Context: an optimization exercise on an open-source flow, tuned for small area. The choices shown serve that exercise and are no tape-out recipe. RTL that was checked went through simulation tests only; none was proved equivalent to the original. Function not checked in runs 3 to 6: the RTL went through the layout flow alone. Power and IR drop assume default switching activity.

[flow/constraint.sdc]
create_clock -name core_clock -period 8.0 [get_ports {clk}]
set_input_delay 1.6000 -clock core_clock [delete_from_list [all_inputs] [get_ports {clk}]]
set_output_delay 1.6000 -clock core_clock [all_outputs]
set_load 0.01 [all_outputs]
[flow/config.mk]
export PLATFORM = sky130hd
export DESIGN_NAME = xmodem_rx
export DESIGN_NICKNAME = xmodem_rx
export VERILOG_FILES = /design/flow/design.v
export SDC_FILE = /design/flow/constraint.sdc
export NUM_CORES = 4
export LEC_CHECK = 0
export ABC_AREA = 1
export CAP_MARGIN = 20
export CORE_MARGIN = 2
export CORE_UTILIZATION = 40
export SLEW_MARGIN = 20
[flow/design.v]
module xr_fifo #(
    parameter W = 2
) (
    input  wire         clk,
    input  wire         rst,
    input  wire [1:0]   push_n,    
    input  wire [W-1:0] push_d,
    input  wire         pop,
    output wire [2:0]   count,
    output wire [W-1:0] head
);
    reg [W-1:0] mem [0:3];
    reg [1:0]   rd_ptr;
    reg [1:0]   wr_ptr;
    reg [2:0]   cnt;
    wire do_pop = pop && (cnt != 3'd0);
    assign count = cnt;
    assign head  = mem[rd_ptr];
    wire [1:0] wr1 = wr_ptr + 2'd1;
    wire [1:0] wr2 = wr_ptr + 2'd2;
    always @(posedge clk) begin
        if (push_n != 2'd0) mem[wr_ptr] <= push_d;
        if (push_n[1])      mem[wr1]    <= push_d;
        if (push_n == 2'd3) mem[wr2]    <= push_d;
        if (rst) begin
            rd_ptr <= 2'd0;
            wr_ptr <= 2'd0;
            cnt    <= 3'd0;
        end else begin
            wr_ptr <= wr_ptr + push_n;
            if (do_pop) rd_ptr <= rd_ptr + 2'd1;
            cnt <= cnt + push_n - do_pop;
        end
    end
endmodule
module xr_rxring (
    input  wire       clk,
    input  wire       rst,
    input  wire       push,
    input  wire [7:0] push_d,
    input  wire       consume,      
    input  wire       clr_ovf,      
    output wire       nonempty,
    output wire [7:0] head,
    output reg        overflow
);
    reg [7:0] buf_mem [0:15];
    reg [3:0] rd_off;
    reg [3:0] wr_off;
    wire [3:0] wr_next = wr_off + 4'd1;
    wire       full    = (wr_next == rd_off);
    assign nonempty = (rd_off != wr_off);
    assign head     = buf_mem[rd_off];
    always @(posedge clk) begin
        if (push && !full) buf_mem[wr_off] <= push_d;
        if (rst) begin
            rd_off   <= 4'd0;
            wr_off   <= 4'd0;
            overflow <= 1'b0;
        end else begin
            if (push && full) overflow <= 1'b1;
            else if (clr_ovf) overflow <= 1'b0;
            if (push && !full) wr_off <= wr_next;
            if (consume) rd_off <= rd_off + 4'd1;
        end
    end
endmodule
module xmodem_rx (
    input  wire        clk,
    input  wire        rst,
    input  wire        rx_valid,
    input  wire [7:0]  rx_data,
    output wire        tx_valid,
    output wire [7:0]  tx_data,
    input  wire        tx_pop,
    input  wire        tick,
    input  wire        cmd_valid,
    input  wire [7:0]  cmd_op,
    input  wire [7:0]  cmd_arg,
    output reg         rsp_valid,
    output reg  [1:0]  rsp_status,
    output wire [31:0] rsp_data,
    output reg         buf_we,
    output reg  [9:0]  buf_addr,
    output reg  [7:0]  buf_wdata,
    output wire        irq
);
    localparam [2:0] S_IDLE = 3'd0, S_WAIT_HEADER = 3'd1, S_WAIT_SEQ = 3'd2,
                     S_WAIT_CSEQ = 3'd3, S_RECEIVE_DATA = 3'd4, S_DONE = 3'd5,
                     S_CANCELLED = 3'd6, S_FAILED = 3'd7;
    localparam [1:0] ST_OK = 2'd0, ST_BUSY = 2'd1, ST_INVALID = 2'd2, ST_EMPTY = 2'd3;
    localparam [1:0] T_NAK = 2'd0, T_C = 2'd1, T_ACK = 2'd2, T_CAN = 2'd3;
    localparam [2:0] K_FRAME128 = 3'd0, K_DONE = 3'd1, K_CANCELLED = 3'd2,
                     K_BAD = 3'd3, K_TIMEOUT = 3'd4, K_FRAME1K = 3'd5;
    localparam [7:0] TIMEOUT = 8'd200;
    reg [2:0]  state;
    reg        mode;
    reg        first;
    reg [7:0]  expected_seq;
    reg [7:0]  rx_seq;
    reg        size_1k;
    reg [10:0] count;
    reg        tcount;
    reg [3:0]  retry;
    reg [7:0]  timer;
    reg [15:0] acc;           
    reg        tick_pend;
    reg [7:0]  ev_seq;        
    reg        rsp_s, rsp_c, rsp_t, rsp_e;
    reg        rsp_snap;      
    reg [2:0]  rsp_kind;
    wire       ring_nonempty;
    wire [7:0] ring_head;
    wire       rx_overflow;
    wire [2:0] txq_count;
    wire [1:0] txq_head;
    wire [2:0] evq_count;
    wire [3:0] evq_head;
    wire tx_full  = txq_count[2];
    wire tx_lt3   = txq_count[2] | txq_count[1];
    wire txq_empty = (txq_count == 3'd0);
    wire ev_full  = evq_count[2];
    wire evq_empty = (evq_count == 3'd0);
    function [15:0] step_ccitt;
        input [15:0] c;
        input [7:0]  b;
        integer i;
        reg [15:0] x;
        begin
            x = c ^ {b, 8'h00};
            for (i = 0; i < 8; i = i + 1)
                x = x[15] ? ((x << 1) ^ 16'h1021) : (x << 1);
            step_ccitt = x;
        end
    endfunction
    wire active = (state != S_IDLE) && (state <= S_RECEIVE_DATA);
    reg [2:0]  n_state;
    reg        n_mode, n_first, n_size_1k, n_tcount;
    reg [7:0]  n_expected_seq, n_rx_seq;
    reg [10:0] n_count;
    reg [3:0]  n_retry;
    reg [7:0]  n_timer;
    reg        acc_clr, acc_en;
    reg [1:0]  tx_push_n;
    reg [1:0]  tx_push_b;
    reg        ev_push;
    reg [2:0]  ev_kind;
    reg        ev_pop, clr_ovf, consume, tick_done, tick_held, byte_held;
    reg        n_buf_we;
    reg [1:0]  n_rsp_status;
    reg        n_rsp_s, n_rsp_c, n_rsp_t, n_rsp_e;
    reg        check_ok;
    wire [7:0] b = ring_head;
    wire data_phase = size_1k ? !count[10] : !count[7];
    wire last_trailer = !mode || tcount;
    always @(*) begin
        n_state        = state;
        n_mode         = mode;
        n_first        = first;
        n_expected_seq = expected_seq;
        n_rx_seq       = rx_seq;
        n_size_1k      = size_1k;
        n_count        = count;
        n_tcount       = tcount;
        n_retry        = retry;
        n_timer        = timer;
        acc_clr        = 1'b0;
        acc_en         = 1'b0;
        tx_push_n      = 2'd0;
        tx_push_b      = T_NAK;
        ev_push        = 1'b0;
        ev_kind        = K_FRAME128;
        ev_pop         = 1'b0;
        clr_ovf        = 1'b0;
        consume        = 1'b0;
        tick_done      = 1'b0;
        tick_held      = 1'b0;
        byte_held      = 1'b0;
        n_buf_we       = 1'b0;
        n_rsp_status   = ST_OK;
        n_rsp_s        = 1'b0;
        n_rsp_c        = 1'b0;
        n_rsp_t        = 1'b0;
        n_rsp_e        = 1'b0;
        check_ok       = mode ? ({b, 8'h00} == acc) : (b == acc[7:0]);
        if (cmd_valid) begin
            case (cmd_op)
                8'h01: begin
                    case (cmd_arg)
                        8'h03:   n_rsp_s = 1'b1;
                        8'h04:   n_rsp_c = 1'b1;
                        8'h05:   n_rsp_t = 1'b1;
                        default: n_rsp_status = ST_INVALID;
                    endcase
                end
                8'h03: begin
                    if (cmd_arg != 8'd1) n_rsp_status = ST_INVALID;
                    else if (evq_empty)  n_rsp_status = ST_EMPTY;
                    else begin
                        n_rsp_e = 1'b1;
                        ev_pop  = 1'b1;
                    end
                end
                8'h20: begin
                    if (cmd_arg > 8'd1)     n_rsp_status = ST_INVALID;
                    else if (active)        n_rsp_status = ST_BUSY;
                    else if (tx_full)       n_rsp_status = ST_BUSY;
                    else begin
                        n_mode         = cmd_arg[0];
                        n_first        = 1'b1;
                        n_expected_seq = 8'h01;
                        n_retry        = 4'd0;
                        n_rx_seq       = 8'd0;
                        n_size_1k      = 1'b0;
                        n_count        = 11'd0;
                        n_tcount       = 1'b0;
                        tx_push_n      = 2'd1;
                        tx_push_b      = cmd_arg[0] ? T_C : T_NAK;
                        n_state        = S_WAIT_HEADER;
                        n_timer        = TIMEOUT;
                    end
                end
                8'h21: begin
                    if (!active)     n_rsp_status = ST_INVALID;
                    else if (tx_lt3) n_rsp_status = ST_BUSY;
                    else begin
                        tx_push_n = 2'd3;
                        tx_push_b = T_CAN;
                        n_state   = S_CANCELLED;
                        n_timer   = 8'd0;
                    end
                end
                8'h22: clr_ovf = 1'b1;
                default: n_rsp_status = ST_INVALID;
            endcase
        end else begin
            if (tick_pend) begin
                if (timer == 8'd0) begin
                    tick_done = 1'b1;
                end else if (timer != 8'd1) begin
                    n_timer   = timer - 8'd1;
                    tick_done = 1'b1;
                end else if (ev_full) begin
                    tick_held = 1'b1;
                end else begin
                    n_timer   = 8'd0;
                    ev_push   = 1'b1;
                    ev_kind   = K_TIMEOUT;
                    n_state   = S_FAILED;
                    tick_done = 1'b1;
                end
            end
            if (!tick_done && ring_nonempty) begin
                case (state)
                    S_WAIT_HEADER: begin
                        case (b)
                            8'h01, 8'h02: begin
                                n_size_1k = b[1];
                                n_state   = S_WAIT_SEQ;
                            end
                            8'h04: begin
                                if (tx_full || ev_full) byte_held = 1'b1;
                                else begin
                                    tx_push_n = 2'd1; tx_push_b = T_ACK;
                                    ev_push = 1'b1; ev_kind = K_DONE;
                                    n_state = S_DONE;
                                end
                            end
                            8'h18: begin
                                if (ev_full) byte_held = 1'b1;
                                else begin
                                    ev_push = 1'b1; ev_kind = K_CANCELLED;
                                    n_state = S_CANCELLED;
                                end
                            end
                            default: ;
                        endcase
                    end
                    S_WAIT_SEQ: begin
                        n_rx_seq = b;
                        n_state  = S_WAIT_CSEQ;
                    end
                    S_WAIT_CSEQ: begin
                        if (b == ~rx_seq) begin
                            acc_clr = 1'b1;
                            n_state = S_RECEIVE_DATA;
                        end else begin
                            case (b)
                                8'h18: begin
                                    if (ev_full) byte_held = 1'b1;
                                    else begin
                                        ev_push = 1'b1; ev_kind = K_CANCELLED;
                                        n_state = S_CANCELLED;
                                    end
                                end
                                8'h04: begin
                                    if (tx_full || ev_full) byte_held = 1'b1;
                                    else begin
                                        tx_push_n = 2'd1; tx_push_b = T_ACK;
                                        ev_push = 1'b1; ev_kind = K_DONE;
                                        n_state = S_DONE;
                                    end
                                end
                                8'h06: n_state = S_WAIT_HEADER;
                                default: begin
                                    if (retry == 4'd10) begin
                                        if (ev_full) byte_held = 1'b1;
                                        else begin
                                            ev_push = 1'b1; ev_kind = K_BAD;
                                            n_state = S_FAILED;
                                        end
                                    end else begin
                                        if (tx_full) byte_held = 1'b1;
                                        else begin
                                            n_retry   = retry + 4'd1;
                                            tx_push_n = 2'd1;
                                            tx_push_b = (first && mode) ? T_C : T_NAK;
                                            n_state   = S_WAIT_HEADER;
                                        end
                                    end
                                end
                            endcase
                        end
                    end
                    S_RECEIVE_DATA: begin
                        if (data_phase) begin
                            n_buf_we = 1'b1;
                            n_count  = count + 11'd1;
                            acc_en   = 1'b1;
                        end else if (!last_trailer) begin
                            n_tcount = 1'b1;
                            acc_en   = 1'b1;
                        end else begin
                            n_count  = 11'd0;
                            n_tcount = 1'b0;
                            if (rx_seq == expected_seq && check_ok) begin
                                if (tx_full || ev_full) byte_held = 1'b1;
                                else begin
                                    ev_push        = 1'b1;
                                    ev_kind        = size_1k ? K_FRAME1K : K_FRAME128;
                                    n_expected_seq = expected_seq + 8'd1;
                                    n_retry        = 4'd0;
                                    n_first        = 1'b0;
                                    tx_push_n      = 2'd1;
                                    tx_push_b      = T_ACK;
                                    n_state        = S_WAIT_HEADER;
                                end
                            end else if (retry == 4'd10) begin
                                if (ev_full) byte_held = 1'b1;
                                else begin
                                    ev_push = 1'b1; ev_kind = K_BAD;
                                    n_state = S_FAILED;
                                end
                            end else begin
                                if (tx_full) byte_held = 1'b1;
                                else begin
                                    n_retry   = retry + 4'd1;
                                    tx_push_n = 2'd1;
                                    tx_push_b = (first && mode) ? T_C : T_NAK;
                                    n_state   = S_WAIT_HEADER;
                                end
                            end
                        end
                    end
                    default: ;
                endcase
                if (byte_held) begin
                    n_state        = state;
                    n_first        = first;
                    n_expected_seq = expected_seq;
                    n_retry        = retry;
                    n_count        = count;
                    n_tcount       = tcount;
                end else begin
                    consume = 1'b1;
                    n_timer = ((n_state != S_IDLE) && (n_state <= S_RECEIVE_DATA)) ? TIMEOUT : 8'd0;
                end
            end
        end
    end
    wire [3:0] ev_rec = {expected_seq == 8'd1, ev_kind};
    wire ev_adv = rsp_valid && rsp_e;    
    always @(posedge clk) begin
        if (acc_clr)
            acc <= 16'h0000;
        else if (acc_en)
            acc <= mode ? step_ccitt(acc, b) : {acc[15:8], acc[7:0] + b};
        if (ev_push && evq_empty)
            ev_seq <= expected_seq;
        else if (ev_adv)
            ev_seq <= evq_head[3] ? 8'd1 : ev_seq + 8'd1;
        rsp_snap  <= n_rsp_s ? rx_overflow : txq_empty;
        rsp_kind  <= evq_head[2:0];
        buf_addr  <= count[9:0];
        buf_wdata <= ring_head;
        if (rst) begin
            state        <= S_IDLE;
            mode         <= 1'b0;
            first        <= 1'b1;
            expected_seq <= 8'h01;
            rx_seq       <= 8'd0;
            size_1k      <= 1'b0;
            count        <= 11'd0;
            tcount       <= 1'b0;
            retry        <= 4'd0;
            timer        <= 8'd0;
            tick_pend    <= 1'b0;
            rsp_valid    <= 1'b0;
            rsp_status   <= ST_OK;
            rsp_s        <= 1'b0;
            rsp_c        <= 1'b0;
            rsp_t        <= 1'b0;
            rsp_e        <= 1'b0;
            buf_we       <= 1'b0;
        end else begin
            state        <= n_state;
            mode         <= n_mode;
            first        <= n_first;
            expected_seq <= n_expected_seq;
            rx_seq       <= n_rx_seq;
            size_1k      <= n_size_1k;
            count        <= n_count;
            tcount       <= n_tcount;
            retry        <= n_retry;
            timer        <= n_timer;
            tick_pend    <= (tick_pend && !tick_done) || tick;
            rsp_valid    <= cmd_valid;
            rsp_status   <= n_rsp_status;
            rsp_s        <= n_rsp_s;
            rsp_c        <= n_rsp_c;
            rsp_t        <= n_rsp_t;
            rsp_e        <= n_rsp_e;
            buf_we       <= n_buf_we;
        end
    end
    wire        k_done  = (rsp_kind == K_DONE);
    wire [7:0]  ev_sq   = ev_seq - {7'd0, k_done};
    wire [31:0] w_status = {rx_seq, 4'd0, retry, expected_seq, timer != 8'd0,
                            rsp_snap, first, mode, 1'b0, state};
    wire [31:0] w_count  = {17'd0, rsp_snap, size_1k, 1'b0, tcount, count};
    wire [31:0] w_timer  = {24'd0, timer};
    wire [31:0] w_event  = {5'd0, rsp_kind == K_FRAME1K, 2'd0, rsp_kind == K_FRAME128,
                            7'd0, ev_sq, 5'b00100,
                            rsp_kind[2] & ~rsp_kind[0], rsp_kind[1],
                            rsp_kind[0] & ~rsp_kind[2]};
    assign rsp_data = ({32{rsp_s}} & w_status) | ({32{rsp_c}} & w_count) |
                      ({32{rsp_t}} & w_timer)  | ({32{rsp_e}} & w_event);
    xr_rxring u_ring (
        .clk      (clk),
        .rst      (rst),
        .push     (rx_valid),
        .push_d   (rx_data),
        .consume  (consume),
        .clr_ovf  (clr_ovf),
        .nonempty (ring_nonempty),
        .head     (ring_head),
        .overflow (rx_overflow)
    );
    xr_fifo #(.W(2)) u_txq (
        .clk    (clk),
        .rst    (rst),
        .push_n (tx_push_n),
        .push_d (tx_push_b),
        .pop    (tx_pop),
        .count  (txq_count),
        .head   (txq_head)
    );
    xr_fifo #(.W(4)) u_evq (
        .clk    (clk),
        .rst    (rst),
        .push_n ({1'b0, ev_push}),
        .push_d (ev_rec),
        .pop    (ev_pop),
        .count  (evq_count),
        .head   (evq_head)
    );
    assign tx_valid = !txq_empty;
    assign tx_data  = (txq_head == T_NAK) ? 8'h15 :
                      (txq_head == T_C)   ? 8'h43 :
                      (txq_head == T_ACK) ? 8'h06 : 8'h18;
    assign irq      = !evq_empty;
endmodule
[flow/run.sh]
#!/bin/bash
# synth_recipe.tcl (not shown) runs the flow's synth.tcl, then flattens the netlist and writes it again
# the make line also repeats each setting of config.mk as NAME=value (left out here)
make -C /OpenROAD-flow-scripts/flow DESIGN_CONFIG=/design/flow/config.mk WORK_HOME=/design/flow/orfs CLKGATE_MAP_FILE= SYNTH_SCRIPT=/design/flow/synth_recipe.tcl finish
==> results.ini, run 1 <==
[yosys]
synth-edff-count=160
synth.yosys.seq_area_share_pct=48.4
synth-seq-cells=284
async_flop_share_pct=0
synthCells=1856
synth_area_um2=15100
avgSynthCellArea_um2=8.11
synth_flop_cell=edfxtp_1
yosysWarnings=4
synth_cell_type_count=61

[worst_setup_path]
arrival_ns=5.79
slowest_delay_ns=0.75
path_class=flip-flop to flip-flop
cp.required_ns=8.46
ff2ff_path_depth=27
endpoint_kind=flip-flop
cp_max_fo=52
start_kind=flip-flop
crit_top_cell=inv_1
ff2ff_setup_slack_ns=2.66
timing.rr.end=u_txq.cnt[2]
crit_slowest_cell=dfxtp_2

[timing]
fin_crit_ns=5.34
fin_tns_setup_ns=0
max_slew_margin_pct=38.7
worstMarginPinSlew_ns=0.911
finalHoldViolCount=0
rsz0062_at_grt=no
hold_ws_ns=0.354
drv_slew=0
fmax_mhz=187
final-setup-viol-count=0
final.period_utilization_pct=66.7
final.setup_skew_ns=0.0118

[die]
pin_count=94
dieHeight_um=198
dieArea_um2=39200
core_um2=37400
row_count=71
start_util_pct=40.3
die_x_um=198

[grt]
track_usage_pct=21.8
grt_max_degree=53
antenna_found_initial=0
grt-ovfl-total=0
grt_pass1_wl_mm=66.6
grt_pass1_vias=11959

[power]
peakVddDrop_uv=186
p_leak_uw=0.00715
powerDensity_nw_per_um2=287

[final_layout]
n_antenna_cell=0
num-fill-cells=3650
area_growth_pct=15.6
multiInputGateArea_um2=6420
seqCellArea_um2=7290
fin_nets=2004
drive_gt1_share_pct=6.58

[cts]
cts-resized-gates=0
cts_max_level=1
cts_buffers=31
cts_tree=yes
cts_sinks=284
clock_path_buffers=3
postCtsHoldBufs=0
clk_pin_slew_ns=0.06
cts_root_buf=clkbuf_16
cts_setup_buffers=0
worstSkewPairLatency_ns=0.59

[placement]
numPortBuffers=88
gp_congestion=0.929
dp_hpwl_mm=31.7

[route]
viasPerCell=5.20
wl_mm=43.0
dr.pass1.iters=5
antenna_left=0
wl_per_cell_um=17.4
num_vias=12858
drt-initial-drc-count=1008
route.detailed.drc=0

[hold_path]
min_to=buf_addr[6]
whs_path_depth=0
min_path_type=flip-flop to flip-flop
hold_start=count[6]

[flow_run]
cap_violations=0

[outcome]
status=no timing/DRC/antenna violations

-- cell type report --
type | instances | area share, %
Clock buffer | 45 | 5.12
Clock inverter | 13 | 0.949
Inverter | 273 | 5.89
Multi-Input combinational cell | 1246 | 36.9
Sequential cell | 284 | 41.9
Tap cell | 511 | 3.68
Timing Repair Buffer | 100 | 5.58
-- stage by stage --
stage | setup WS (ns) | cells | cell area, um^2 | util [%] | total power (uW)
after floorplan | 3.87 | 1860 | 15100 | - | 3060
after global placement | 2.75 | 2414 | 16300 | 43.7 | 3510
after detailed placement | 2.69 | 2414 | 16300 | 43.7 | 3520
after CTS | 2.67 | 2472 | 17400 | 46.5 | 5010
after global routing | 2.10 | 2472 | 17400 | 46.5 | 5300
final | 2.66 | 2472 | 17400 | 46.5 | 5000
-- logic make-up (layout without fill, tap and decap cells) --
| family | count (synthesis) | after routing | share of synthesized area (%) |
|---|---|---|---|
| simple gates | 896 | 896 | 26.3 |
| xor+xnor | 34 | 34 | 1.98 |
| flops | 284 | 284 | 48.4 |
| buf+inv | 330 | 431 | 9.07 |
| other cells | 1 | 5 | 0.0249 |
| compound gates | 272 | 272 | 10.8 |
| fa+ha+maj | 39 | 39 | 3.37 |
-- registers in the layout (all words and copies together) (netlist names), 4 cells and up, named ones only --
register,flops
u_ring.buf_mem,128
acc,16
u_evq.mem,16
count,11
buf_addr,10
buf_wdata,8
ev_seq,8
expected_seq,8
rx_seq,8
timer,8
u_txq.mem,8
retry,4
u_ring.rd_off,4
u_ring.wr_off,4
-- synth_stat cells (4+ instances only) --
cell         n  area (um^2)
nand2_1    441         1660
inv_1      260          976
nor2_1     197          739
edfxtp_1   160         4800
dfxtp_1    124         2480
nand3_1    122          611
a21oi_1     82          410
o21ai_0     82          410
nor3_1      39          195
ha_1        35          438
clkbuf_1    28          105
nand4_1     21          131
xor2_1      20          175
a211oi_1    15          113
nand2_2     14         87.6
o211ai_1    14          105
xnor2_1     14          123
nor4_1      13         81.3
o221ai_1    13          114
o22ai_1     13         81.3
nand3_2     12          120
buf_4       11         82.6
o21ai_1     11         55.1
buf_6       10          113
inv_2       10         37.5
a31oi_1      9         56.3
buf_2        8         40.0
nand2_4      7         78.8
nor2_2       6         37.5
nor2_4       5         56.3
a221oi_1     4         35.0
nor3b_1      4         30.0
o2111ai_1    4         35.0
-- power breakdown --
part	switching, uW	internal (uW)
clock	606	874
sequential	152	1700
combinational	1100	559
total	1860	3130
-- metal layers --
metal | vias up | share of wire [%] | track usage (%)
li1 | 6294 | - | -
met4 | 0 | 2.9 | 6.91
met3 | 78 | 6.4 | 2.91
met2 | 466 | 47 | 36.4
met5 | - | 0 | 0
met1 | 6020 | 44 | 29.3
-- worst max-delay path by stage --
stage               startpoint           end  slack, ns  depth (start not counted)
finish               flip-flop  u_txq.cnt[2]       2.66                         27
global route         flip-flop  u_txq.cnt[2]       2.10                         27
CTS                  flip-flop  u_txq.cnt[2]       2.67                         27
detailed placement   flip-flop  u_txq.cnt[2]       2.69                         26
global placement     flip-flop  u_txq.cnt[2]       2.75                         26
floorplan           cmd_arg[7]  u_evq.cnt[2]       3.87                         15
-- layout by cell type, fill, tap and decap left out, drive strengths merged, types with 2 or more instances in the layout --
master           n
o221ai          13
o21ai           95
nor2           208
nor3b            5
a31oi            9
nor3            43
o2111ai          4
a211oi          15
nand4           21
a311oi           2
buf             12
conb             5
edfxtp         160
inv            273
xor2            20
or2              4
clkinvlp         2
a221oi           4
nor4            13
a21boi           2
o21bai           2
nand2          462
clkdlybuf4s50   88
nand3          135
o22ai           13
bufinv           3
clkinv           8
and3             2
clkbuf          45
fa               3
ha              35
o21a             3
xnor2           14
nand3b           3
dfxtp          124
a21oi           82
o211ai          16
a32oi            3
-- worst max-delay path, delay by kind of cell (launching register included) --
family	cells	cell delay, ns
simple gates	13	1.65
fa+ha+maj	4	1.12
buf+inv	7	1.03
flops	1	0.75
compound gates	2	0.47
xor+xnor	1	0.17
==> run 2, diff against run 1 <==
--- a/flow/config.mk
+++ b/flow/config.mk
@@ -6,5 +6,4 @@
 export NUM_CORES = 4
 export LEC_CHECK = 0
-export ABC_AREA = 1
 export CAP_MARGIN = 20
 export CORE_MARGIN = 2
==> run 2 against run 1 <==
Compared with the run above: still clean on timing, DRC and antenna; via count down 12%; core utilization increased by 0.087 points; sequential share of layout area grew 0.82 points; non-clock buffer count increased by 1; largest power group unchanged.
==> results.ini, run 2 <==
[grt]
track_usage_pct=21.8
grt_max_degree=67
grt_pass1_vias=11086
grt-ovfl-total=0
antenna_found_initial=1
grt_pass1_wl_mm=65.0

[power]
powerDensity_nw_per_um2=284
p_seq_share_pct=36.9
peakVddDrop_uv=204
internal-power_uw=3140
power.share.combinational_pct=34.2
p_leak_uw=0.00580
power_uw=4850
p_sw_uw=1710
pwr-share-clk_pct=28.9
switching_share_pct=35.2

[hold_path]
whs_path_depth=0
min_path_type=flip-flop to flip-flop

[die]
pin_count=94
dieHeight_um=197
die_x_um=197
core_um2=36600
dieArea_um2=38700
start_util_pct=40.6
row_count=70

[cts]
cts_max_level=1
clock_path_buffers=3
cts_setup_buffers=0
cts-resized-gates=0
cts_buffers=31
worstSkewPairLatency_ns=0.59
postCtsHoldBufs=0
cts_root_buf=clkbuf_16
clk_pin_slew_ns=0.06
cts_tree=yes
cts_sinks=284

[final_layout]
n_antenna_cell=0
area_growth_pct=14.9
reg_top3=u_ring.buf_mem (128), acc (16), u_evq.mem (16)
post-route-util_pct=46.6
num-fill-cells=3458
mostFrequentLayoutCell=nor2_1
layout_common_cells=nor2_1, edfxtp_1, dfxtp_1
multiInputGateArea_um2=7010
final-instance-count-excl-fill=1959
regMostFlops=u_ring.buf_mem
largest_reg_flops=128
seqCellArea_um2=7290
drive_gt1_share_pct=9.86
fin_nets=1535

[timing]
final-setup-viol-count=0
drv_slew=0
worstMarginPinSlew_ns=1.07
final.period_utilization_pct=78.1
rsz0062_at_grt=no
fin_tns_setup_ns=0
fmax_mhz=160
fin_crit_ns=6.25
final.setup_skew_ns=0.0157
finalHoldViolCount=0
max_slew_margin_pct=28.5

[route]
wl_per_cell_um=21.5
route.detailed.drc=0
drt-initial-drc-count=851
wl_mm=42.2
num_vias=11293
viasPerCell=5.76
dr.pass1.iters=7
antenna_left=0

[yosys]
yosysWarnings=4
avgSynthCellArea_um2=10.6
yosysTopAreaCell=edfxtp_1
netlist_top_cells_area=edfxtp_1, dfxtp_1, nor2_1
synthCells=1405
synth-seq-cells=284
synth-edff-count=160
async_flop_share_pct=0
synth_cell_type_count=112
synth_top_area_share_pct=32.4
synth.yosys.seq_area_share_pct=49.1
synth_flop_cell=edfxtp_1
synth_area_um2=14800
ys_top_cells_by_count=nor2_1, edfxtp_1, dfxtp_1, a21oi_1, nand2_1
yosysMostFrequentCell=nor2_1

[worst_setup_path]
slowest_delay_ns=0.84
endpoint_kind=flip-flop
start_kind=flip-flop
path_cells=nor2b_1 -> a221o_1 -> o22a_1 -> inv_1 -> ha_1 -> nor4_1 -> nand2_1 -> nor4_1 -> mux2i_1 -> o31ai_4 -> and2_1 -> nor2b_1 -> nand3b_1 -> a21oi_1 -> ha_1 -> inv_1 -> ha_1 -> inv_1 -> fa_1 -> xnor2_1 -> xnor2_1 -> nor2_1
arrival_ns=6.69
cp_max_fo=18
crit_slowest_cell=dfxtp_1
path_buf_inv=3
cp.required_ns=8.44
ff2ff_path_depth=22
path_class=flip-flop to flip-flop
cp_top_family=simple AND/OR/NAND/NOR gates
cp.depth=22

[flow_run]
cap_violations=0

[placement]
dp_hpwl_mm=31.2
gp_congestion=0.909
numPortBuffers=88
dp_cells=1902

[outcome]
status=no timing/DRC/antenna violations

-- run 2: cell types whose count changed after synthesis, sizes merged, moves of 24 or more --
cell   delta
o21ai    -43
a22oi    +24
nand3   -103
nand2   -389
nor2     -43
mux2i    +59
and2     +26
inv     -216
xnor2    +35
-- run 2: cells by family after synthesis --
logic type	Yosys count	synth area share [%]
and+or+nand+nor	489	17.1
AOI/OAI and AO/OA	300	14.4
DFF	284	49.1
buffers and inverters	131	4.04
muxes	86	7.51
xor gates and xnor gates	76	4.53
adders and majority gates	38	3.35
other	1	0.0253
-- run 2: per-layer routing --
metal	GRT usage, %	vias up	wire length, um
li1	-	5338	-
met1	28.2	5538	18400
met2	36.5	320	20200
met3	3.01	97	1880
met4	9.52	0	1780
met5	0	-	0
-- run 2: final timing paths --
kind | from | to | slack [ns]
hold / removal | count[6] | buf_addr[6] | 0.42
setup / recovery | flip-flop | u_txq.cnt[2] | 1.75
hold reg to reg | count[6] | buf_addr[6] | 0.42
setup reg to reg | flip-flop | u_txq.cnt[2] | 1.75
-- run 2: power by group through the flow --
stage	Clock, uW	Sequential, uW	Combinational [uW]
2_1_floorplan	0	1760	1210
3_3_place_gp	0	1820	1630
3_5_place_dp	0	1820	1650
4_1_cts	1430	1790	1660
5_1_grt	1490	1800	1810
6_report	1400	1790	1660
-- run 2: layout make-up --
type                            instances  share of cell area, %
Clock buffer                           35                   4.75
Clock inverter                         22                   1.11
Inverter                               55                   1.21
Multi-Input combinational cell        994                   41.1
Sequential cell                       284                   42.7
Tap cell                              468                   3.43
Timing Repair Buffer                  101                   5.71
-- run 2: through the flow --
stage / setup WS [ns] / hold slack, ns / area (um^2)
final: 1.75 / 0.419 / 17100
after global routing: 1.16 / 0.430 / 17100
after CTS: 1.73 / 0.410 / 17100
after detailed placement: 1.78 / 0.403 / 16100
after global placement: 1.94 / 0.399 / 16000
after floorplan: 3.13 / 0.372 / 14900
==> run 3, diff against run 2 <==
--- a/flow/design.v
+++ b/flow/design.v
@@ -45,22 +45,30 @@
     output reg        overflow
 );
-    reg [7:0] buf_mem [0:15];
+    reg [7:0] buf_mem [1:15];
     reg [3:0] rd_off;
     reg [3:0] wr_off;
-    wire [3:0] wr_next = wr_off + 4'd1;
-    wire       full    = (wr_next == rd_off);
-    assign nonempty = (rd_off != wr_off);
+    reg       full;
+    function [3:0] lfsr_next;
+        input [3:0] s;
+        lfsr_next = {s[2:0], s[3] ^ s[2]};
+    endfunction
+    wire [3:0] wr_next = lfsr_next(wr_off);
+    wire       push_ok = push && !full;
+    assign nonempty = full || (rd_off != wr_off);
     assign head     = buf_mem[rd_off];
     always @(posedge clk) begin
-        if (push && !full) buf_mem[wr_off] <= push_d;
+        if (push_ok) buf_mem[wr_off] <= push_d;
         if (rst) begin
-            rd_off   <= 4'd0;
-            wr_off   <= 4'd0;
+            rd_off   <= 4'd1;
+            wr_off   <= 4'd1;
+            full     <= 1'b0;
             overflow <= 1'b0;
         end else begin
             if (push && full) overflow <= 1'b1;
             else if (clr_ovf) overflow <= 1'b0;
-            if (push && !full) wr_off <= wr_next;
-            if (consume) rd_off <= rd_off + 4'd1;
+            if (push_ok) wr_off <= wr_next;
+            if (consume) rd_off <= lfsr_next(rd_off);
+            if (consume)      full <= 1'b0;
+            else if (push_ok) full <= (wr_next == rd_off);
         end
     end
@@ -82,5 +90,5 @@
     output wire [31:0] rsp_data,
     output reg         buf_we,
-    output reg  [9:0]  buf_addr,
+    output wire [9:0]  buf_addr,
     output reg  [7:0]  buf_wdata,
     output wire        irq
@@ -392,5 +400,4 @@
         rsp_snap  <= n_rsp_s ? rx_overflow : txq_empty;
         rsp_kind  <= evq_head[2:0];
-        buf_addr  <= count[9:0];
         buf_wdata <= ring_head;
         if (rst) begin
@@ -480,3 +487,4 @@
                       (txq_head == T_ACK) ? 8'h06 : 8'h18;
     assign irq      = !evq_empty;
+    assign buf_addr = count[9:0] - 10'd1;
 endmodule
--- a/flow/config.mk
+++ b/flow/config.mk
@@ -9,3 +9,6 @@
 export CORE_MARGIN = 2
 export CORE_UTILIZATION = 40
+export CTS_BUF_LIST = sky130_fd_sc_hd__clkbuf_8
+export CTS_CLUSTER_DIAMETER = 50
+export CTS_CLUSTER_SIZE = 12
 export SLEW_MARGIN = 20
==> run 3 against run 2 <==
Compared with the run above: cell count down 1.1%; design area is 5.6% lower; critical endpoint is now ev_seq[4]; sequential power decreased by 8%; flip-flop and latch count decreased by 17; largest cell class unchanged; clock skew grew 0.035 ns; fmax rose by 7.5%.
==> results.ini, run 3 <==
[cts]
cts_tree=yes
cts_sinks=267
cts_max_level=2
cts_buffers=36
cts_root_buf=clkbuf_8
postCtsHoldBufs=0
clk_pin_slew_ns=0.08
clock_path_buffers=3
cts_setup_buffers=0
worstSkewPairLatency_ns=0.58
cts-resized-gates=0

[hold_path]
min_to=retry[3]
min_path_type=flip-flop to flip-flop
whs_path_depth=2
hold_start=retry[3]

[grt]
use_met2_pct=35.3
met1_usage_pct=29.2
grt_busiest_layer=met2
grt_pass1_wl_mm=61.2
antenna_found_initial=1
track_usage_pct=21.6
grt-ovfl-total=0
grt_max_degree=65
grt_pass1_vias=10645
met3_usage_pct=3.26

[yosys]
avgSynthCellArea_um2=10.2
synth-seq-cells=267
synth.yosys.seq_area_share_pct=48.4
synth_cell_type_count=86
yosysMostFrequentCell=nor2_1
synth_top_area_share_pct=32.2
yosysWarnings=4
ys_top_cells_by_count=nor2_1, edfxtp_1, dfxtp_1, nand2_1, a21oi_1
synth_area_um2=14200
synth_flop_cell=edfxtp_1
async_flop_share_pct=0
synth-edff-count=152
synthCells=1390
yosysTopAreaCell=edfxtp_1
netlist_top_cells_area=edfxtp_1, dfxtp_1, nor2_1

[route]
wl_per_cell_um=20.6
dr.pass1.iters=7
antenna_left=0
drt-initial-drc-count=888
route.detailed.drc=0
wl_mm=39.9
viasPerCell=5.68
num_vias=11003

[final_layout]
n_antenna_cell=0
largest_reg_flops=120
drive_gt1_share_pct=8.36
fin_nets=1525
num-fill-cells=3302
area_growth_pct=13.6
reg_top3=u_ring.buf_mem (120), acc (16), u_evq.mem (16)
mostFrequentLayoutCell=nor2_1
regMostFlops=u_ring.buf_mem
layout_common_cells=nor2_1, edfxtp_1, dfxtp_1

[placement]
gp_congestion=0.936
numPortBuffers=88
dp_slack_ns=2.15
dp_hpwl_mm=29.3

[die]
dieArea_um2=37000
pin_count=94
dieHeight_um=192
row_count=68
core_um2=34700
die_x_um=192
start_util_pct=40.9

[worst_setup_path]
timing.rr.end=ev_seq[4]
endpoint_kind=flip-flop
path_class=flip-flop to flip-flop
cp.required_ns=8.23
cp_max_fo=35
arrival_ns=6.05
start_kind=flip-flop
ff2ff_path_depth=11
ff2ff_setup_slack_ns=2.18

[timing]
fmax_mhz=172
finalWorstSetupSlack_ns=2.18
final.setup_skew_ns=0.0511
rsz0062_at_grt=no
worstMarginPinSlew_ns=1.04
finalHoldViolCount=0
fin_crit_ns=5.82
drv_slew=0
max_slew_margin_pct=30.3
final-setup-viol-count=0
fin_tns_setup_ns=0
final.period_utilization_pct=72.7

[outcome]
status=no timing/DRC/antenna violations

[power]
p_leak_uw=0.00580
peakVddDrop_uv=151
power_uw=3490
powerDensity_nw_per_um2=216

[flow_run]
cap_violations=0

run 3: cell count changes after synthesis, sizes merged, moves of 14 or more:
cell	delta
xnor2	-14
mux2i	-16
a21oi	-15
xor2	+21
nand2	+27
or3	+15
run 3: layer usage:
layer | vias to the layer above | routed length, um
met3 | 76 | 2220
met2 | 333 | 18700
met4 | 2 | 1150
met1 | 5369 | 17800
met5 | - | 9
li1 | 5223 | -
run 3: layout make-up:
type                       instances  area (um^2)  share of cell area [%]
sequential                       267         6870                    42.6
multi-input combinational        996         6780                    42.1
timing repair buffer             100          966                    6.00
tap                              455          569                    3.53
clock buffer                      38          523                    3.25
inverter                          56          210                    1.30
clock inverter                    26          194                    1.20
run 3: worst max path at each step:
stage | startpoint | endpoint | depth (start not counted)
6_report | flip-flop | ev_seq[4] | 11
5_1_grt | flip-flop | ev_seq[4] | 12
4_1_cts | flip-flop | ev_seq[4] | 13
3_5_place_dp | flip-flop | ev_seq[2] | 13
3_3_place_gp | cmd_arg[7] | u_txq.cnt[2] | 14
2_1_floorplan | flip-flop | u_txq.cnt[2] | 23
run 3: report_power, final:
| group | switching (uW) | internal [uW] | leakage [uW] |
|---|---|---|---|
| logic | 441 | 343 | 0.00308 |
| registers | 121 | 1520 | 0.00233 |
| clock network | 562 | 495 | 0.000392 |
| total | 1120 | 2360 | 0.00580 |
run 3: through the flow:
step | hold slack (ns) | std cells | util [%] | instance area (um^2)
floorplan | 0.426 | 1394 | - | 14200
global placement | 0.473 | 1874 | 44.3 | 15400
detailed placement | 0.494 | 1874 | 44.3 | 15400
CTS | 0.505 | 1938 | 46.4 | 16100
global route | 0.541 | 1938 | 46.4 | 16100
finish | 0.506 | 1938 | 46.4 | 16100
run 3: cells by family after synthesis:
kind of cell	Yosys count	share of synthesized area [%]
AOI/OAI and AO/OA	277	13.5
xor gates and xnor gates	83	5.12
adders and majority gates	38	3.51
buffers and inverters	131	3.98
DFF	267	48.4
muxes	78	7.40
other	1	0.0264
and+or+nand+nor	515	18.1
run 3: worst max-delay path, cell delays in order, from the launching register on:
cell       delay [ns]
dfxtp_2          0.97
mux2_2           0.42
o2bb2ai_1        0.20
or3_1            0.48
a2111oi_2        0.81
o21ai_0          0.33
a21o_1           0.28
a211oi_1         0.27
a311oi_1         0.10
a221oi_2         0.56
nor2b_1          0.68
a21o_1           0.34
==> run 4, diff against run 3 <==
==> flow/flow/run.sh (new file) <==
#!/bin/bash
# Own layout flow: the standard ORFS flow with two changes.
#  1. Synthesis is the standard synthesis script, except that ABC maps
#     the combinational logic with an area-oriented script (flow/area.script)
#     instead of ORFS's delay-oriented one. Flip-flops are mapped before ABC
#     runs, so the registers (names, count, cell types) are unchanged.
#  2. Port buffers use the smallest buffer cell (buf_1); every input and
#     output port still gets its buffer.
# Each tool's full output goes to a log file in this folder.
set -euo pipefail
HERE=$(pwd)
FLOWDIR=$HERE/flow

# ORFS synthesis script with the ABC script replaced
sed 's#^\(  *\)log_cmd abc {\*}$abc_args#\1set abc_args [lreplace $abc_args 1 1 '"$FLOWDIR"'/area.script]\n\1log_cmd abc {*}$abc_args#' \
    "$FLOW_HOME/scripts/synth.tcl" > "$HERE/own_synth_orfs.tcl"
grep -q "area.script" "$HERE/own_synth_orfs.tcl"

# The standard flow's synthesis wrapper, sourcing the script above
sed 's#source \$::env(SCRIPTS_DIR)/synth.tcl#source '"$HERE"'/own_synth_orfs.tcl#' \
    "$HERE/synth_recipe.tcl" > "$HERE/own_synth.tcl"
grep -q "own_synth_orfs.tcl" "$HERE/own_synth.tcl"

bash "$HERE/standard.sh" \
    "SYNTH_SCRIPT=$HERE/own_synth.tcl" \
    "BUFFER_PORTS_ARGS=-buffer_cell sky130_fd_sc_hd__buf_1" \
    finish > "$HERE/flow_make.log" 2>&1
test -s "$HERE/out/final.def"
==> flow/flow/area.script (new file) <==
strash
dc2
dch -f
amap -m -A 8
topo
==> flow/standard.sh (new file) <==
#!/bin/bash
# synth_recipe.tcl (not shown) runs the flow's synth.tcl, then flattens the netlist and writes it again
# the make line also repeats each setting of config.mk as NAME=value (left out here)
make -C /OpenROAD-flow-scripts/flow DESIGN_CONFIG=/design/flow/config.mk WORK_HOME=/design/flow/orfs CLKGATE_MAP_FILE= SYNTH_SCRIPT=/design/flow/synth_recipe.tcl "${@:-finish}"
--- a/flow/config.mk
+++ b/flow/config.mk
@@ -9,6 +9,3 @@
 export CORE_MARGIN = 2
 export CORE_UTILIZATION = 40
-export CTS_BUF_LIST = sky130_fd_sc_hd__clkbuf_8
-export CTS_CLUSTER_DIAMETER = 50
-export CTS_CLUSTER_SIZE = 12
 export SLEW_MARGIN = 20
removed: flow/run.sh
==> run 4 against run 3 <==
Compared with the run above: first-iteration DRC count up 22%; combinational power up 15%; critical path depth up 16; sequential share of layout area up 3.7 points; cell count down 1.5%; power up 12%; critical endpoint is now count[9]; highest routed layer is now met4.
==> results.ini, run 4 <==
[yosys]
synth-edff-count=152
synth.yosys.seq_area_share_pct=53.2
synth_cell_type_count=53
async_flop_share_pct=0
yosysWarnings=4
avgSynthCellArea_um2=9.56
synth-seq-cells=267
synth_area_um2=12900
synth_top_area_share_pct=35.4
ys_top_cells_by_count=nor2_1, clkinv_1, edfxtp_1, dfxtp_1, nand2_1
yosysMostFrequentCell=nor2_1
synthCells=1350
yosysTopAreaCell=edfxtp_1
netlist_top_cells_area=edfxtp_1, dfxtp_1, nor2_1
synth_flop_cell=edfxtp_1

[cts]
cts_root_buf=clkbuf_16
clock_path_buffers=3
cts_tree=yes
cts_buffers=29
cts-resized-gates=0
worstSkewPairLatency_ns=0.56
postCtsHoldBufs=0
cts_max_level=1
cts_sinks=267
clk_pin_slew_ns=0.06
cts_setup_buffers=0

[power]
peakVddDrop_uv=155
p_leak_uw=0.00491
powerDensity_nw_per_um2=264
power_uw=3920

[flow_run]
cap_violations=0

[grt]
grt-ovfl-total=0
grt_pass1_vias=10344
grt_max_degree=48
antenna_found_initial=0
track_usage_pct=21.7
grt_pass1_wl_mm=57.8

[final_layout]
drive_gt1_share_pct=4.38
mostFrequentLayoutCell=nor2_1
area_growth_pct=14.9
layout_common_cells=nor2_1, clkinv_1, edfxtp_1
n_antenna_cell=0
largest_reg_flops=120
fin_area_um2=14800
fin_nets=1552
regMostFlops=u_ring.buf_mem
reg_top3=u_ring.buf_mem (120), acc (16), u_evq.mem (16)

[timing]
finalHoldViolCount=0
fin_crit_ns=6.75
fin_tns_setup_ns=0
final.setup_skew_ns=0.0149
worstMarginPinSlew_ns=1.08
drv_slew=0
fmax_mhz=148
final.period_utilization_pct=84.3
rsz0062_at_grt=no
max_slew_margin_pct=27.9
final-setup-viol-count=0

[worst_setup_path]
endpoint_kind=flip-flop
arrival_ns=7.21
cp_max_fo=21
cp.required_ns=8.46
start_kind=flip-flop
path_class=flip-flop to flip-flop

[die]
pin_count=94
start_util_pct=40.8
dieHeight_um=184
core_um2=31600
row_count=65
die_x_um=184
dieArea_um2=33700

[placement]
dp_hpwl_mm=26.7
gp_congestion=0.934
numPortBuffers=88
dpl_cell_area_um2=13800

[route]
dr.pass1.iters=5
viasPerCell=5.78
num_vias=11036
wl_mm=36.8
antenna_left=0
wl_per_cell_um=19.3
drt-initial-drc-count=1080
route.detailed.drc=0

[outcome]
status=no timing/DRC/antenna violations

[hold_path]
min_path_type=flip-flop to flip-flop

run 4: metrics by stage:
step / hold WS [ns] / utilization, % / setup slack, ns / instances
floorplan: 0.423 / - / 1.32 / 1354
global placement: 0.439 / 43.7 / 1.56 / 1855
detailed placement: 0.450 / 43.7 / 1.35 / 1855
CTS: 0.459 / 46.9 / 1.29 / 1909
global route: 0.477 / 46.9 / 0.461 / 1909
finish: 0.460 / 46.9 / 1.25 / 1909
run 4: worst paths after layout:
path	startpoint	end	slack, ns	cells past startpoint
setup / recovery	flip-flop	count[9]	1.25	27
setup reg to reg	flip-flop	count[9]	1.25	27
hold reg to reg	u_txq.rd_ptr[1]	u_txq.rd_ptr[1]	0.46	1
hold / removal	u_txq.rd_ptr[1]	u_txq.rd_ptr[1]	0.46	1
run 4: routing by layer:
layer / track usage, % / part of all wire, % / up-vias
met5: 0 / 0 / -
li1: - / - / 5348
met2: 34.3 / 45 / 383
met4: 5.82 / 2.5 / 0
met1: 31.3 / 47 / 5246
met3: 2.91 / 6.1 / 59
run 4: power by group:
group          internal (uW)  switching [uW]
clock network            801             567
logic                    312             591
registers               1550            99.2
total                   2660            1260
run 4: cell families after synthesis:
family	after synthesis	share of synthesized area [%]
flops	267	53.2
buf+inv	176	5.27
fa+ha+maj	38	3.86
compound gates	414	22.1
other cells	1	0.0291
simple gates	454	15.5
run 4: critical path: stages (launching register included):
cell and delay (ns):
dfxtp_1 0.74, clkinv_1 0.19, buf_4 0.25, a31oi_1 0.20, o22ai_1 0.10, o22ai_1 0.81, nor2_1 0.07, a21oi_1 0.39
or2_0 0.20, nand4b_1 0.15, a211oi_1 0.09, buf_4 0.17, clkinv_1 0.10, nor2_1 0.08, clkinv_1 0.08, o21ai_0 0.11
a221oi_1 0.48, nand2_1 0.28, clkinv_1 0.21, o22ai_1 0.13, a21oi_1 0.33, clkinv_1 0.18, nor4_1 0.35, and3_1 0.27
and3_1 0.17, nor2b_1 0.21, a21oi_1 0.09, a311oi_1 0.19
run 4: cell type report:
type                    count  area [um^2]
multi-input cells         911         5370
flip-flops and latches    267         6870
fillers                  2973        16800
clock buffers              33          741
clock inverters            21          241
inverters                 169          634
well taps                 402          503
repair buffers            106          467
==> run 5, diff against run 4 <==
--- a/flow/design.v
+++ b/flow/design.v
@@ -7,5 +7,7 @@
     input  wire [W-1:0] push_d,
     input  wire         pop,
-    output wire [2:0]   count,
+    output wire         empty,
+    output wire         full,
+    output wire         two_plus,  
     output wire [W-1:0] head
 );
@@ -13,8 +15,13 @@
     reg [1:0]   rd_ptr;
     reg [1:0]   wr_ptr;
-    reg [2:0]   cnt;
-    wire do_pop = pop && (cnt != 3'd0);
-    assign count = cnt;
-    assign head  = mem[rd_ptr];
+    reg         full_r;
+    wire [1:0] diff   = wr_ptr - rd_ptr;
+    wire       do_pop = pop && !empty;
+    wire [1:0] wr_nx  = wr_ptr + push_n;
+    wire [1:0] rd_nx  = rd_ptr + {1'b0, do_pop};
+    assign full     = full_r;
+    assign empty    = !full_r && (diff == 2'd0);
+    assign two_plus = full_r || diff[1];
+    assign head     = mem[rd_ptr];
     wire [1:0] wr1 = wr_ptr + 2'd1;
     wire [1:0] wr2 = wr_ptr + 2'd2;
@@ -26,9 +33,12 @@
             rd_ptr <= 2'd0;
             wr_ptr <= 2'd0;
-            cnt    <= 3'd0;
+            full_r <= 1'b0;
         end else begin
-            wr_ptr <= wr_ptr + push_n;
-            if (do_pop) rd_ptr <= rd_ptr + 2'd1;
-            cnt <= cnt + push_n - do_pop;
+            wr_ptr <= wr_nx;
+            rd_ptr <= rd_nx;
+            if (push_n != 2'd0 && !(push_n == 2'd1 && do_pop))
+                full_r <= (wr_nx == rd_nx);
+            else if (do_pop)
+                full_r <= 1'b0;
         end
     end
@@ -121,13 +131,12 @@
     wire [7:0] ring_head;
     wire       rx_overflow;
-    wire [2:0] txq_count;
     wire [1:0] txq_head;
-    wire [2:0] evq_count;
     wire [3:0] evq_head;
-    wire tx_full  = txq_count[2];
-    wire tx_lt3   = txq_count[2] | txq_count[1];
-    wire txq_empty = (txq_count == 3'd0);
-    wire ev_full  = evq_count[2];
-    wire evq_empty = (evq_count == 3'd0);
+    wire       tx_full, tx_lt3, txq_empty;
+    wire       ev_full, evq_empty;
+    function [15:0] swap16;
+        input [15:0] x;
+        swap16 = {x[7:0], x[15:8]};
+    endfunction
     function [15:0] step_ccitt;
         input [15:0] c;
@@ -191,5 +200,5 @@
         n_rsp_t        = 1'b0;
         n_rsp_e        = 1'b0;
-        check_ok       = mode ? ({b, 8'h00} == acc) : (b == acc[7:0]);
+        check_ok       = (b == acc[7:0]) && (!mode || acc[15:8] == 8'h00);
         if (cmd_valid) begin
             case (cmd_op)
@@ -388,4 +397,5 @@
     end
     wire [3:0] ev_rec = {expected_seq == 8'd1, ev_kind};
+    wire [15:0] crc_next = swap16(step_ccitt(swap16(acc), b));
     wire ev_adv = rsp_valid && rsp_e;    
     always @(posedge clk) begin
@@ -393,5 +403,5 @@
             acc <= 16'h0000;
         else if (acc_en)
-            acc <= mode ? step_ccitt(acc, b) : {acc[15:8], acc[7:0] + b};
+            acc <= {crc_next[15:8], mode ? crc_next[7:0] : acc[7:0] + b};
         if (ev_push && evq_empty)
             ev_seq <= expected_seq;
@@ -400,4 +410,9 @@
         rsp_snap  <= n_rsp_s ? rx_overflow : txq_empty;
         rsp_kind  <= evq_head[2:0];
+        rsp_status <= n_rsp_status;
+        rsp_s      <= n_rsp_s;
+        rsp_c      <= n_rsp_c;
+        rsp_t      <= n_rsp_t;
+        rsp_e      <= n_rsp_e;
         buf_wdata <= ring_head;
         if (rst) begin
@@ -414,9 +429,4 @@
             tick_pend    <= 1'b0;
             rsp_valid    <= 1'b0;
-            rsp_status   <= ST_OK;
-            rsp_s        <= 1'b0;
-            rsp_c        <= 1'b0;
-            rsp_t        <= 1'b0;
-            rsp_e        <= 1'b0;
             buf_we       <= 1'b0;
         end else begin
@@ -433,9 +443,4 @@
             tick_pend    <= (tick_pend && !tick_done) || tick;
             rsp_valid    <= cmd_valid;
-            rsp_status   <= n_rsp_status;
-            rsp_s        <= n_rsp_s;
-            rsp_c        <= n_rsp_c;
-            rsp_t        <= n_rsp_t;
-            rsp_e        <= n_rsp_e;
             buf_we       <= n_buf_we;
         end
@@ -469,7 +474,9 @@
         .push_n (tx_push_n),
         .push_d (tx_push_b),
-        .pop    (tx_pop),
-        .count  (txq_count),
-        .head   (txq_head)
+        .pop      (tx_pop),
+        .empty    (txq_empty),
+        .full     (tx_full),
+        .two_plus (tx_lt3),
+        .head     (txq_head)
     );
     xr_fifo #(.W(4)) u_evq (
@@ -478,7 +485,9 @@
         .push_n ({1'b0, ev_push}),
         .push_d (ev_rec),
-        .pop    (ev_pop),
-        .count  (evq_count),
-        .head   (evq_head)
+        .pop      (ev_pop),
+        .empty    (evq_empty),
+        .full     (ev_full),
+        .two_plus (),
+        .head     (evq_head)
     );
     assign tx_valid = !txq_empty;
--- a/flow/config.mk
+++ b/flow/config.mk
@@ -9,3 +9,6 @@
 export CORE_MARGIN = 2
 export CORE_UTILIZATION = 40
+export CTS_BUF_LIST = sky130_fd_sc_hd__clkbuf_8
+export CTS_CLUSTER_DIAMETER = 60
+export CTS_CLUSTER_SIZE = 16
 export SLEW_MARGIN = 20
==> run 5 against run 4 <==
Compared with the run above: still clean on timing, DRC and antenna; worst hold slack got worse by 0.0056 ns; design area fell by 6.0%; fmax fell by 5.7%; synthesized cell count fell by 1.5%; register-to-register slack got worse by 0.41 ns; sequential power fell by 5%; synthesized area fell by 3.1%; worst setup slack got worse by 0.41 ns; clock-buffer cell count fell by 7; critical path depth did not move; largest power group unchanged; highest routed layer is now met5.
==> results.ini, run 5 <==
[outcome]
status=no timing/DRC/antenna violations

[cts]
cts-resized-gates=0
clk_pin_slew_ns=0.10
cts_root_buf=clkbuf_8
cts_tree=yes
worstSkewPairLatency_ns=0.58
postCtsHoldBufs=0
cts_buffers=25
cts_max_level=1
clock_path_buffers=3
cts_sinks=259
cts_setup_buffers=0

[final_layout]
layout_common_cells=nor2_1, clkinv_1, edfxtp_1
seqCellArea_um2=6710
n_antenna_cell=0
fin_nets=1522
reg_top3=u_ring.buf_mem (120), acc (16), u_evq.mem (16)
multiInputGateArea_um2=5120
mostFrequentLayoutCell=nor2_1
regMostFlops=u_ring.buf_mem
final-instance-count-excl-fill=1872
drive_gt1_share_pct=3.46
area_growth_pct=11.4
num-fill-cells=2983
largest_reg_flops=120

[placement]
dp_hpwl_mm=26.1
dp_cells=1827
numPortBuffers=88
gp_congestion=0.975

[grt]
grt-ovfl-total=0
track_usage_pct=21.6
grt_pass1_vias=10164
grt_max_degree=54
grt_pass1_wl_mm=56.8
met3_usage_pct=2.86
antenna_found_initial=1
grt_busiest_layer=met2
met1_usage_pct=30.9
use_met2_pct=34.8

[yosys]
ys_top_cells_by_count=nor2_1, clkinv_1, edfxtp_1, nand2_1, dfxtp_1
synthCells=1330
yosysWarnings=4
avgSynthCellArea_um2=9.40
synth_cell_type_count=50
synth-edff-count=152
async_flop_share_pct=0
netlist_top_cells_area=edfxtp_1, dfxtp_1, nor2_1
synth_area_um2=12500
synth_top_area_share_pct=36.5
yosysMostFrequentCell=nor2_1
synth_flop_cell=edfxtp_1
yosysTopAreaCell=edfxtp_1
synth.yosys.seq_area_share_pct=53.6
synth-seq-cells=259

[route]
viasPerCell=5.78
antenna_left=0
wl_mm=36.2
num_vias=10827
route.detailed.drc=0
dr.pass1.iters=9
wl_per_cell_um=19.4
drt-initial-drc-count=1244

[worst_setup_path]
ff2ff_path_depth=27
path_buf_inv=7
crit_slowest_cell=o22ai_1
slowest_delay_ns=0.71
start_kind=flip-flop
cp_top_family=compound AO/OA/AOI/OAI gates
arrival_ns=7.62
cp.required_ns=8.47
crit_top_cell=nor2_1
endpoint_kind=flip-flop
cp.depth=27
cp_max_fo=17
path_class=flip-flop to flip-flop

[power]
peakVddDrop_uv=135
p_leak_uw=0.00456
powerDensity_nw_per_um2=235

[timing]
final.setup_skew_ns=0.0274
max_slew_margin_pct=27.8
fmax_mhz=140
final.period_utilization_pct=89.4
worstMarginPinSlew_ns=1.07
fin_tns_setup_ns=0
rsz0062_at_grt=no
drv_slew=0
finalHoldViolCount=0
final-setup-viol-count=0
fin_crit_ns=7.15

[hold_path]
whs_path_depth=2
min_path_type=flip-flop to flip-flop

[die]
start_util_pct=40.8
core_um2=30700
die_x_um=181
dieHeight_um=181
pin_count=94
row_count=64
dieArea_um2=32700

[flow_run]
cap_violations=0

-- run 5: cells by family after synthesis --
kind of cell             count (synthesis)  synth area share [%]
AO/OA/AOI/OAI                          396                  21.6
adder cells (fa/ha/maj)                 34                  3.46
buffers and inverters                  180                  5.55
flip-flops                             259                  53.6
other                                    1                0.0300
AND/OR/NAND/NOR                        460                  15.7
-- run 5: layer usage --
metal  vias up  part of all wire (%)  wire length (um)
met5         -                 0.052                19
li1       5229                     -                 -
met4         2                   2.3               839
met1      5162                    45             16400
met2       374                    46             16600
met3        60                   6.4              2330
-- run 5: tightest hold or removal path, stage by stage (launching register included) --
cell	delay [ns]
dfxtp_1	0.33
nand2_1	0.04
o21ai_0	0.05
-- run 5: report_power, final --
group          switching (uW)  internal, uW  leakage, uW
Clock                     485           377     0.000281
Sequential               70.3          1500      0.00224
Combinational             565           276      0.00204
Total                    1120          2160      0.00456
-- run 5: metrics by stage --
stage	total power (uW)	utilization [%]	hold slack, ns	instance area (um^2)	setup WS, ns
after global routing	3460	45.4	0.526	13900	0.126
after global placement	2430	43.8	0.434	13400	1.27
after CTS	3290	45.4	0.460	13900	0.986
final	3280	45.4	0.455	13900	0.847
after detailed placement	2440	43.8	0.435	13400	1.17
after floorplan	2170	-	0.419	12500	1.11
-- run 5: cell type report --
type	instances	area share (%)
clock buffer	26	2.57
clock inverter	19	1.11
inverter	174	4.69
multi-input combinational	895	36.8
sequential	259	48.1
tap	396	3.56
timing repair buffer	103	3.19
-- run 5: final timing paths --
| path | from | end | slack [ns] |
|---|---|---|---|
| worst max-delay path | flip-flop | count[9] | 0.85 |
| worst min-delay path | u_ring.overflow | rsp_snap | 0.45 |
| worst max register to register | flip-flop | count[9] | 0.85 |
| worst min register to register | u_ring.overflow | rsp_snap | 0.45 |
==> run 6, diff against run 5 <==
--- a/flow/config.mk
+++ b/flow/config.mk
@@ -10,5 +10,5 @@
 export CORE_UTILIZATION = 40
 export CTS_BUF_LIST = sky130_fd_sc_hd__clkbuf_8
-export CTS_CLUSTER_DIAMETER = 60
-export CTS_CLUSTER_SIZE = 16
+export CTS_CLUSTER_DIAMETER = 50
+export CTS_CLUSTER_SIZE = 12
 export SLEW_MARGIN = 20
==> run 6 against run 5 <==
Compared with the run above: clock-buffer cell count grew 8; core utilization rose by 0.47 points; via count down 0.14%; highest routed layer is now met4; critical path type unchanged; sequential power hardly changed; synthesized cell count unchanged.
==> results.ini, run 6 <==
[yosys]
yosysWarnings=4
synth_top_area_share_pct=36.5
ys_top_cells_by_count=nor2_1, clkinv_1, edfxtp_1, nand2_1, dfxtp_1
synth_flop_cell=edfxtp_1
avgSynthCellArea_um2=9.40
synth_area_um2=12500
synthCells=1330
synth_cell_type_count=50
synth-edff-count=152
yosysTopAreaCell=edfxtp_1
synth-seq-cells=259
async_flop_share_pct=0
netlist_top_cells_area=edfxtp_1, dfxtp_1, nor2_1
yosysMostFrequentCell=nor2_1
synth.yosys.seq_area_share_pct=53.6

[worst_setup_path]
path_class=flip-flop to flip-flop
arrival_ns=7.50
endpoint_kind=flip-flop
cp.required_ns=8.50
ff2ff_setup_slack_ns=1.00
cp_max_fo=17
start_kind=flip-flop

[timing]
fmax_mhz=143
final-setup-viol-count=0
worstMarginPinSlew_ns=1.07
finalHoldViolCount=0
fin_crit_ns=7.00
rsz0062_at_grt=no
max_slew_margin_pct=28.1
hold_ws_ns=0.460
finalWorstSetupSlack_ns=1.00
drv_slew=0
final.setup_skew_ns=0.0361
fin_tns_setup_ns=0
final.period_utilization_pct=87.5

[final_layout]
regMostFlops=u_ring.buf_mem
drive_gt1_share_pct=4.23
n_antenna_cell=0
largest_reg_flops=120
num-fill-cells=2981
layout_common_cells=nor2_1, clkinv_1, edfxtp_1
mostFrequentLayoutCell=nor2_1
post-route-util_pct=45.9
fin_nets=1528
seqCellArea_um2=6710
multiInputGateArea_um2=5120
reg_top3=u_ring.buf_mem (120), acc (16), u_evq.mem (16)
area_growth_pct=12.6

[die]
die_x_um=181
start_util_pct=40.8
dieArea_um2=32700
row_count=64
dieHeight_um=181
pin_count=94
core_um2=30700

[cts]
cts_tree=yes
cts_setup_buffers=0
clk_pin_slew_ns=0.08
cts_buffers=31
cts_sinks=259
cts_root_buf=clkbuf_8
postCtsHoldBufs=0
cts_max_level=1
cts-resized-gates=0
worstSkewPairLatency_ns=0.62
clock_path_buffers=3

[route]
num_vias=10812
route.detailed.drc=0
wl_per_cell_um=19.2
dr.pass1.iters=6
viasPerCell=5.74
antenna_left=0
drt-initial-drc-count=1140
wl_mm=36.1

[placement]
gp_congestion=0.975
dp_hpwl_mm=26.1
dp_slack_ns=1.17
numPortBuffers=88

[grt]
grt_max_degree=54
grt-ovfl-total=0
grt_pass1_vias=10152
grt_pass1_wl_mm=56.6
antenna_found_initial=0
track_usage_pct=21.5

[outcome]
status=no timing/DRC/antenna violations

[power]
p_leak_uw=0.00463
peakVddDrop_uv=150
powerDensity_nw_per_um2=241

[flow_run]
cap_violations=0

[hold_path]
min_path_type=flip-flop to flip-flop

-- run 6: cell types whose count changed in the layout (fill, tap and decap cells not counted) --
cell and delta:
clkbuf_8 +8, clkinv_1 -2, clkinv_4 +1, clkinvlp_4 +1, inv_1 +2, inv_6 +2
-- run 6: worst paths after layout --
check,start,end,depth (start not counted)
min,u_ring.overflow,rsp_snap,2
min reg2reg,u_ring.overflow,rsp_snap,2
max,flip-flop,count[9],27
max reg2reg,flip-flop,count[9],27
-- run 6: logic make-up after synthesis --
family | Yosys count | share of synthesized area [%]
fa+ha+maj | 34 | 3.46
compound gates | 396 | 21.6
flops | 259 | 53.6
buf+inv | 180 | 5.55
other cells | 1 | 0.0300
simple gates | 460 | 15.7
-- run 6: final cells by class --
| class | instances | area share [%] |
|---|---|---|
| clock inverter | 23 | 1.34 |
| sequential | 259 | 47.6 |
| inverter | 174 | 4.64 |
| timing repair buffer | 103 | 3.15 |
| tap | 396 | 3.52 |
| clock buffer | 34 | 3.32 |
| multi-input combinational | 895 | 36.4 |
-- run 6: metrics by stage --
step           total power [uW]  instances  instance area, um^2
6_report                   3400       1884                14100
3_3_place_gp               2430       1827                13400
3_5_place_dp               2440       1827                13400
4_1_cts                    3420       1884                14100
2_1_floorplan              2170       1334                12500
5_1_grt                    3590       1884                14100
-- run 6: metal layers --
metal | wire, um | vias to the layer above | GRT usage [%]
li1 | - | 5242 | -
met1 | 16700 | 5140 | 30.9
met2 | 16400 | 377 | 34.5
met3 | 2300 | 53 | 3.23
met4 | 681 | 0 | 4.81
met5 | 0 | - | 0
-- run 6: worst max-delay path: stages (launching register included) --
cell and delay (ns):
dfxtp_1 0.31, buf_4 0.25, clkinv_1 0.51, buf_4 0.40
a31oi_1 0.24, o22ai_1 0.11, o22ai_1 0.69, clkinv_1 0.22
nand3_1 0.16, or4_1 0.12, nor2_1 0.05, nand2_1 0.17
clkinv_1 0.11, nor2_1 0.34, clkinv_1 0.22, o21ai_0 0.20
nor2_1 0.08, a221oi_1 0.43, clkinv_1 0.15, nor2_1 0.46
a21oi_1 0.20, a31oi_1 0.46, nand4_1 0.23, nor2_1 0.18
nand2_1 0.09, nor2_1 0.18, a21oi_1 0.09, a311oi_1 0.23
-- run 6: where the power goes --
group | leakage, uW | internal, uW | switching [uW]
sequential | 0.00224 | 1500 | 70.2
combinational | 0.00204 | 276 | 565
clock | 0.000359 | 470 | 514
total | 0.00463 | 2250 | 1150

## separate check: timing with driven ports
The results above use ideal ports. As a check the final layouts listed here were re-extracted and re-timed, cells and wires unchanged. Step 1 sets driving cells, clkbuf_16 on the clock port and buf_2 on the other inputs (assumed; they add their load-dependent delay and slew). Step 2 moves the port delays by t, midway between the first and last clock arrival at a register: inputs arrive t later, outputs are due t later. That takes back most of the time a late clock gives input paths. Three values: no drivers, after step 1, after step 2; two values: the first two.
| run | t (ns) | setup WS [ns] | worst setup path after step 2 | cell pins on the clock port's net |
|---|---|---|---|---|
| run 1 | 0.635 | 2.664 / 2.664 / 2.664 | register to register | 1 |
| run 2 | 0.632 | 1.748 / 1.748 / 1.748 | register to register | 1 |
| run 3 | 0.605 | 2.185 / 2.185 / 2.185 | register to register | 1 |
| run 4 | 0.607 | 1.253 / 1.253 / 1.253 | register to register | 1 |
| run 5 | 0.607 | 0.847 / 0.847 / 0.847 | register to register | 1 |
| run 6 | 0.644 | 1.003 / 1.003 / 1.003 | register to register | 1 |
After both steps every run listed still meets setup and hold.
